This is an optimization exercise on Yosys and OpenROAD, whose aim is small area, a short achievable clock period and few clock cycles per item, not a production implementation.
At most, simulation tests tie the RTL to the original design; equivalence was not proved.

## harbor
Design modbus_master, start of the top module:
module modbus_master #(
    parameter COUNT_MAX = 125
) (
    input  wire        clk,
    input  wire        rst,           
    input  wire        req_valid,
    output wire        req_ready,
    input  wire [7:0]  req_slave,
    input  wire [15:0] req_addr,
    input  wire [15:0] req_count,
    output wire        tx_valid,
    input  wire        tx_ready,
    output wire [7:0]  tx_data,
    input  wire        rx_valid,
    output wire        rx_ready,
    input  wire [7:0]  rx_data,
    input  wire        tmo,
    output wire        res_valid,
    input  wire        res_ready,
    output wire [15:0] res_data,
    output wire [2:0]  res_status,
    output wire        res_last
);
==> flow/config.mk <==
export PLATFORM = sky130hd
export DESIGN_NAME = modbus_master
export DESIGN_NICKNAME = modbus_master
export VERILOG_FILES = /design/flow/design.v
export SDC_FILE = /design/flow/constraint.sdc
export NUM_CORES = 4
export LEC_CHECK = 0
export CAP_MARGIN = 20
export CORE_MARGIN = 2
export CORE_UTILIZATION = 68
export CTS_CLUSTER_DIAMETER = 75
export CTS_CLUSTER_SIZE = 30
export PLACE_DENSITY = 0.8
export SLEW_MARGIN = 20
==> flow/constraint.sdc <==
create_clock -name core_clock -period 9.0 [get_ports {clk}]
set_input_delay 1.8000 -clock core_clock [delete_from_list [all_inputs] [get_ports {clk}]]
set_output_delay 1.8000 -clock core_clock [all_outputs]
set_load 0.01 [all_outputs]
standard.sh (not shown) runs the stock make flow with config.mk's settings and CLKGATE_MAP_FILE= SYNTH_SCRIPT=/design/flow/synth_recipe.tcl, a recipe that flattens the netlist after the stock synthesis.
==> flow/flow/run.sh <==
#!/bin/bash
set -euo pipefail
bash standard.sh SETUP_SLACK_MARGIN=5.9 finish > orfs_make.log 2>&1
Changes in juniper relative to harbor:
--- a/flow/design.v
+++ b/flow/design.v
@@ -66,20 +66,19 @@
     reg  [QB-1:0] qwp, qrp;
     reg  [QD-1:0] q_v;              
     reg         rd_act;             
     reg  [2:0]  rd_st;
     reg  [6:0]  rd_rem;             
     reg  [6:0]  x;                  
     reg  [8:0]  dage;               
     reg         dsat;
     reg         rv;
-    reg  [15:0] rdat;               
-    reg  [15:0] rhold;              
+    reg  [15:0] rdat;
     reg  [2:0]  rstat;
     reg         rlast;
     wire req_hs = req_valid && rdy_q;
     wire tx_hs  = txv && tx_ready;
     wire rx_hs  = rx_valid && rxr;
     reg  [16*NW-1:0] ring;
     wire [15:0] rword = ring[x*16 +: 16];
     wire        we = vq && qlo;
     always @(posedge clk)
@@ -260,33 +259,31 @@
         end
         if (pop) begin
             rd_st  <= q_st[qrp];
             rd_rem <= q_cnt[qrp];
         end else if (rd_word)
             rd_rem <= rd_rem - 7'd1;
         x <= pop ? xlr : rd_word ? x_m1 : x_p1;
         xlr <= pop ? xl_nxt : xl_cur;
         if (free) begin
-            rhold <= rword;
+            rdat  <= rword;
             rstat <= rdw_c ? ST_OK : rd_st;
             rlast <= !rdw_c;
         end
         if (!dv) begin
             dage <= iage + 9'd1;
             dsat <= (iage == 9'h1FF);
         end else begin
             if (dage == 9'h1FF) dsat <= 1'b1;
             if (rd_word && !dsat) dage <= (dage == 9'd0) ? 9'd0 : dage - 9'd1;
             else if (dage != 9'h1FF) dage <= dage + 9'd1;
         end
     end
     assign req_ready  = rdy_q;
     assign tx_valid   = txv;
     assign tx_data    = txd;
     assign rx_ready   = rxr;
     assign res_valid  = rv;
-    always @(posedge clk)
-        rdat <= rst ? 16'h0000 : free ? rword : rhold;
     assign res_data   = rdat;
     assign res_status = rstat;
     assign res_last   = rlast;
 endmodule
--- outcome ---
- The higher mapped cell area came out of harbor.
- Looking at sequential cell count, juniper sits 0.69% lower than harbor does.
- Share of the clock period used by the worst path for juniper is lower than for harbor.
- Each of the runs, namely harbor and juniper, reached the end of the flow and came out clean.
- Growth of design area from synthesis to finish sits lower in juniper than in harbor.
- Measured against harbor, the total of clock buffers placed in the layout of juniper comes out at 1.08 times the reference value.
- juniper: number of enable-type register cells in the synthesized netlist is about 9% higher than what harbor reported.
- Compared with harbor, in juniper multi-input combinational cell count shrank by 68, mux cell area share after synthesis went up, placed cell count went down 101, area share of xor/xnor cells in the synthesized design barely changed.
Function was not checked in any run of this note: the RTL went through the layout flow alone.

========
== the previous run ==
modbus_master, a different RTL version from the one above (not shown whole).
Size in the first run: ~4300 cells after synthesis, about 0.069 mm^2 of cells after synthesis.
export LEC_CHECK = 0
export CAP_MARGIN = 20
export CORE_MARGIN = 2
export CORE_UTILIZATION = 68
export CTS_CLUSTER_DIAMETER = 75
export CTS_CLUSTER_SIZE = 30
export PLACE_DENSITY = 0.8
export SLEW_MARGIN = 20
create_clock -name core_clock -period 9.0 [get_ports {clk}]
Scripts as last shown in full above: flow/flow/run.sh
> inputs changed (the previous run -> the current run)
--- a/flow/design.v
+++ b/flow/design.v
@@ -63,26 +63,25 @@
     reg  [2:0]  q_st  [0:QD-1];
     reg  [6:0]  q_cnt [0:QD-1];
     reg  [6:0]  q_s0  [0:QD-1];
     reg  [QB-1:0] qwp, qrp;
     reg  [QD-1:0] q_v;              
     reg         rd_act;             
     reg  [2:0]  rd_st;
     reg  [6:0]  rd_rem;             
     reg  [6:0]  x;                  
     reg  [8:0]  dage;               
     reg         dsat;
     reg         rv;
-    reg  [15:0] rdat;               
-    reg  [15:0] rhold;              
+    reg  [15:0] rdat;
     reg  [2:0]  rstat;
     reg         rlast;
     wire req_hs = req_valid && rdy_q;
     wire tx_hs  = txv && tx_ready;
     wire rx_hs  = rx_valid && rxr;
     reg  [16*NW-1:0] ring;
     wire [15:0] rword = ring[x*16 +: 16];
     wire        we = vq && qlo;
     always @(posedge clk)
         ring <= {ring[16*(NW-1)-1:0], we ? {hb, rxd_q} : ring[16*NW-1 -: 16]};
     wire [7:0] crc_in = inwin ? rxd_q : txd;
     reg [15:0] crc_next;
@@ -249,36 +248,34 @@
         if (push) begin
             q_st[qwp]  <= push_st;
             q_cnt[qwp] <= push_cnt;
             q_s0[qwp]  <= s0m;
         end
         if (pop) begin
             rd_st  <= q_st[qrp];
             rd_rem <= q_cnt[qrp];
         end else if (rd_word)
             rd_rem <= rd_rem - 7'd1;
         x <= pop ? xl : rd_word ? x_m1 : x_p1;
         if (free) begin
-            rhold <= rword;
+            rdat  <= rword;
             rstat <= rdw_c ? ST_OK : rd_st;
             rlast <= !rdw_c;
         end
         if (!dv) begin
             dage <= iage + 9'd1;
             dsat <= (iage == 9'h1FF);
         end else begin
             if (dage == 9'h1FF) dsat <= 1'b1;
             if (rd_word && !dsat) dage <= (dage == 9'd0) ? 9'd0 : dage - 9'd1;
             else if (dage != 9'h1FF) dage <= dage + 9'd1;
         end
     end
     assign req_ready  = rdy_q;
     assign tx_valid   = txv;
     assign tx_data    = txd;
     assign rx_ready   = rxr;
     assign res_valid  = rv;
-    always @(posedge clk)
-        rdat <= rst ? 16'h0000 : free ? rword : rhold;
     assign res_data   = rdat;
     assign res_status = rstat;
     assign res_last   = rlast;
 endmodule
Results
The current run finished every stage and its layout cleared the timing, DRC and antenna checks. Portion of netlist area occupied by mux cells sits higher in the current run than in the previous run. The previous run → the current run: post-route clock period utilization dropped 0.76 points, length of routed wiring on met1 dropped 4.9%, utilization barely changed, detailed-router iteration count before antenna repair dropped 1. Compared with the previous run, the current run shows a number of flops mapped to enable cells by yosys that is 9.4% higher. In the reports for the current run and the previous run, the smaller final area belongs to the current run. On number of distinct standard cells referenced by the synthesized netlist: between the current run and the previous run, it ends up higher for the previous run.
Testbench counts of the current run, summed over its fixed seeds: cycles 16,705, transactions 320.
No functional check of the RTL was part of the previous run.

## afterwards: timing with drivers on the ports
In the flow no input, the clock included, has a driving cell. The finished layouts below were timed again as built, in two steps.
Step 1 assumes that a clkbuf_16 drives the clock port and a buf_2 every other input.
Step 2 moves the port delays by t, midway between the first and last clock arrival at a register: inputs arrive t later, outputs are due t later. That takes back most of the time a late clock gives input paths.
a / b / c = ideal / step 1 / step 2; a / b = the first two.
| run | t (ns) | setup WS [ns] | worst slew at a driven data input, ns | cell pins on the clock port's net |
|---|---|---|---|---|
| harbor | 0.770 | 5.500 / 5.500 / 5.064 | 0.07 | 1 |
| juniper | 0.771 | 5.660 / 5.660 / 5.370 | 0.05 | 1 |
| the previous run | 0.782 | 5.665 / 5.665 / 5.413 | 0.05 | 1 |
| the current run | 0.758 | 5.734 / 5.664 / 5.264 | 0.05 | 1 |
After both steps every run listed still meets setup and hold. The setup slack of the current run, which loses most, moves by -0.070 ns with the drivers and by -0.470 ns with both steps.
